Background: an optimization exercise with open tools, aiming at small area, a short achievable clock period and few clock cycles. Do not read the settings as production practice. The RTL was checked by simulation tests, not by an equivalence proof against the original design. Power is estimated from default activity; no workload was simulated.

Setup of trial 15:
## slang_core
module slang_core (
    input  wire        clk,
    input  wire        rst,           
    output reg         mem_req,
    output reg         mem_we,
    output reg         mem_ram,
    output reg  [11:0] mem_addr,
    output reg  [7:0]  mem_wdata,
    input  wire        mem_ack,
    input  wire [7:0]  mem_rdata,
    output reg         con_valid,
    output reg  [7:0]  con_data,
    output wire        halted,
    output wire        faulted,
    output wire [3:0]  fault_code,
    input  wire [3:0]  dbg_sel,
    output wire [63:0] dbg_data
);
    localparam [63:0] STACK_TOP = 64'h2FF8;
    localparam [3:0] R_ACC = 4'd0, R_IP = 4'd1, R_SP = 4'd2, R_FP = 4'd3,
                     R_FS  = 4'd4, R_AC = 4'd5;
    localparam [7:0] OP_NOP = 8'h00, OP_HLT = 8'h01, OP_MOV = 8'h02, OP_LOD = 8'h03,
                     OP_STR = 8'h04, OP_ADD = 8'h05, OP_SUB = 8'h06, OP_MUL = 8'h07,
                     OP_DIV = 8'h08, OP_INC = 8'h09, OP_DEC = 8'h0A, OP_AND = 8'h0B,
                     OP_OR  = 8'h0C, OP_XOR = 8'h0D, OP_NOT = 8'h0E, OP_SHL = 8'h0F,
                     OP_SHR = 8'h10, OP_JMP = 8'h11, OP_JEQ = 8'h12, OP_JNE = 8'h13,
                     OP_JGT = 8'h14, OP_JLT = 8'h15, OP_JGE = 8'h16, OP_JLE = 8'h17,
                     OP_JNZ = 8'h18, OP_JEZ = 8'h19, OP_PSH = 8'h1A, OP_POP = 8'h1B,
                     OP_DUP = 8'h1C, OP_SWP = 8'h1D, OP_CLR = 8'h1E, OP_CAL = 8'h1F,
                     OP_RET = 8'h20;
    localparam [3:0] M_NULL = 4'd0, M_RR = 4'd1, M_RM = 4'd2, M_IR = 4'd3,
                     M_IM   = 4'd4, M_MR = 4'd5, M_MM = 4'd6, M_LIT = 4'd7,
                     M_REG  = 4'd8, M_MEM = 4'd9;
    localparam [1:0] K_NONE = 2'd0, K_REG = 2'd1, K_IMM = 2'd2, K_ADR = 2'd3;
    localparam [3:0] F_DECODE = 4'd1, F_INVOP = 4'd2, F_UNKREG = 4'd3,
                     F_OOB    = 4'd4, F_UNMAPW = 4'd5, F_RDWO  = 4'd6,
  ...
Size: roughly 11000 cells after synthesis, ~1200 flip-flops, about 120 I/O pins, roughly 82000 µm² of cells after synthesis.
Settings: LEC_CHECK=0, CAP_MARGIN=20, CELL_PAD_IN_SITES_DETAIL_PLACEMENT=2, CELL_PAD_IN_SITES_GLOBAL_PLACEMENT=4, CORE_MARGIN=2, CORE_UTILIZATION=25, PLACE_DENSITY=0.45, SETUP_SLACK_MARGIN=3.5, SLEW_MARGIN=20, TNS_END_PERCENT=0; clock period 10.0 ns.
run.sh (not shown) runs the stock make flow with config.mk's settings and CLKGATE_MAP_FILE= SYNTH_SCRIPT=/design/flow/synth_recipe.tcl, a recipe that flattens the netlist after the stock synthesis.
Testbench counts of trial 15, summed over its fixed seeds: cycles 289,918.
For build 64, these inputs were changed with respect to trial 15:
diff --git a/flow/design.v b/flow/design.v
--- a/flow/design.v
+++ b/flow/design.v
@@ -56,19 +56,18 @@
     reg [3:0]  mode, r1, r2;
     reg        r1bad;
     reg [63:0] F, T;
     reg [63:0] PR;               
     reg [16:0] ar, a2;           
     reg [2:0]  ai;               
     reg [3:0]  cnt;
     reg [6:0]  dn;
     reg        dlead, first;
-    reg        rneg;             
     reg        jlt, jeq;
     reg        r1_done;
     function [1:0] first_kind(input [3:0] md);
         case (md)
             M_RR, M_RM, M_REG: first_kind = K_REG;
             M_IR, M_IM, M_LIT: first_kind = K_IMM;
             M_MR, M_MM, M_MEM: first_kind = K_ADR;
             default:           first_kind = K_NONE;
         endcase
@@ -302,20 +301,19 @@
     reg        b_t, b_acc, b_k;
     reg [63:0] b_const;
     reg        sub, cin;
     reg [2:0]  yop;
     reg        sp_dn;
     wire [63:0] Tm    = first ? 64'd0 : T;
     wire [63:0] a_in  = a_zero ? 64'd0 : a_ones ? {64{1'b1}} :
                         a_div ? {Tm[62:0], acc[63]} : a_sp ? sp : a_acc ? acc : PR;
     wire [63:0] b_in  = b_k ? b_const : b_t ? T : b_acc ? acc : s_val;
-    wire        sub_x = sub ^ rneg;
-    wire [64:0] sum   = add64(a_in, sub_x ? ~b_in : b_in, sub_x | cin);
+    wire [64:0] sum   = add64(a_in, sub ? ~b_in : b_in, sub | cin);
     reg [63:0] alu_y;
     always @* begin
         case (yop)
             Y_AND:   alu_y = a_in & b_in;
             Y_OR:    alu_y = a_in | b_in;
             Y_XOR:   alu_y = a_in ^ b_in;
             Y_NOTA:  alu_y = ~a_in;
             Y_PASSB: alu_y = b_in;
             Y_PASSA: alu_y = a_in;
@@ -341,19 +339,19 @@
             OP_JGT:  taken = !j_lt && !j_eq;
             OP_JLT:  taken = j_lt;
             OP_JGE:  taken = !j_lt;
             OP_JLE:  taken = j_lt || j_eq;
             OP_JNZ:  taken = !a_z;
             default: taken = a_z;
         endcase
     end
     wire [3:0] ret_dst = (cnt == 4'd0) ? R_FS : (cnt == 4'd9) ? R_IP : (4'd14 - cnt);
-    wire       div_q   = !(Tm[63] ^ sub_x ^ sum[64]);
+    wire       div_q   = Tm[63] | sum[64];
     wire       mul_end = (F[63:1] == 63'd0);
     wire       mul_skp = (F[7:0] == 8'd0);
     wire       div_skp = dlead && (acc[63:56] == 8'd0) && (dn[6:3] != 4'd7);
     wire [6:0] sh_nx   = (dn[5:3] != 3'd0) ? dn - 7'd8 : dn - 7'd1;
     wire       sh_fin  = (sh_nx[5:0] == 6'd0);
     reg [4:0]  st_n;
     reg [3:0]  cont_n, fc_n;
     reg        fault_n;
     reg        exq_set;
@@ -755,19 +753,18 @@
     end
     always @(posedge clk) begin
         if (rst) begin
             st    <= S_OP;
             fcode <= 4'd0;
             exq   <= 1'b0;
             ai    <= 3'd0;
             cnt   <= 4'd0;
             first <= 1'b0;
-            rneg  <= 1'b0;
         end else begin
             st    <= st_n;
             cont  <= cont_n;
             fcode <= fc_n;
             exq   <= exq_set;
             r1_done <= (st == S_R1) && step;
             if (acc_st && step) ai <= last ? 3'd0 : ai + 3'd1;
             if (acc_st && step && st == S_OP) opb <= bv;
             if (acc_st && step && st == S_MODE) begin
@@ -785,19 +782,18 @@
                 if (ai[2:1] != 2'd0) a2[16] <= a2[16] && (bv == 8'd0);
                 if (last && !mapped) a2 <= 17'h10000;
             end
             if (a2_ld) a2 <= a2x;
             if (cnt_clr) cnt <= 4'd0;
             if (cnt_inc) cnt <= cnt + 4'd1;
             if (first_set) first <= 1'b1;
             if (first_clr) first <= 1'b0;
             if (div_init) begin dn <= 7'd0; dlead <= 1'b1; end
-            if (st == S_DIV && !div_skp) rneg <= (dn == 7'd63) ? 1'b0 : !div_q;
             if (sh_init) dn <= {1'b0, s_val[5:0]};
             if (st == S_SHL || st == S_SHR) dn <= sh_nx;
             if (st == S_DIV) begin
                 if (div_skp) dn <= dn + 7'd8;
                 else begin dn <= dn + 7'd1; dlead <= 1'b0; end
             end
             ar <= ar_d;
         end
     end
@@ -810,19 +806,19 @@
                      F_y    ? alu_y :
                      F_T    ? T :
                      F_fp   ? fp :
                      F_ac   ? {gr5[60:0], 3'b000} :
                      F_sh1  ? {1'b0, F[63:1]} :
                               rd_full;
             if (T_pr || T_rd || T_div || T_sh1 || T_sh8)
                 T <= T_pr   ? PR :
                      T_rd   ? rd_full :
-                     T_div  ? sum[63:0] :
+                     T_div  ? (div_q ? sum[63:0] : a_in) :
                      T_sh1  ? {T[62:0], 1'b0} :
                               {T[55:0], 8'd0};
         end
     end
     always @(posedge clk) begin
         if (rst) begin
             acc <= 64'd0;
             ip  <= 64'd0;
             sp  <= STACK_TOP;
## What came out
- On routed via count, the lower figure sits with build 64, not trial 15.
- Re maximum net fanout on the critical path: trial 15 and build 64 aren't equal, and the lower value belongs to trial 15.
- Across both runs, design area was lower for build 64 than for trial 15.
- For the depth of the critical timing path with buffers and inverters included, build 64 came in 7 higher than trial 15 did.
- From trial 15 to build 64 the numbers moved as follows: global routing usage on met2 has decreased; relative contribution of the clock network to total power has decreased; gate count after technology mapping has decreased.
- Compared to trial 15, the router laid down less metal wire for build 64.
- Inserted tap cell count, build 64 vs trial 15: down slightly
Testbench counts of build 64, summed over its fixed seeds: cycles 289,918.

what the ideal ports hide:
No port has a modelled driver above. Below, the same layouts with a new extraction and two added sets of constraints.
Step 1: set_driving_cell puts a clkbuf_16 on clk and a buf_2 on each other input, an assumption about the parent block.
Step 2 moves the port delays by t, midway between the first and last clock arrival at a register: inputs arrive t later, outputs are due t later. That takes back most of the time a late clock gives input paths.
Slacks: ideal / step 1 / step 2; pairs: ideal / step 1.
run	t, ns	setup WS [ns]	worst setup path at the end	worst register clock-pin slew, ns	worst slew at a driven data input, ns
trial 15	1.051	3.026 / 3.026 / 2.229	input to register	0.07 / 0.07	0.07
build 64	0.964	3.082 / 3.082 / 2.295	input to register	0.07 / 0.07	0.05
After both steps setup and hold are still met in every run listed. For trial 15, which loses most, drivers alone change the setup slack by 0.000 ns; drivers and shift together by -0.797 ns.
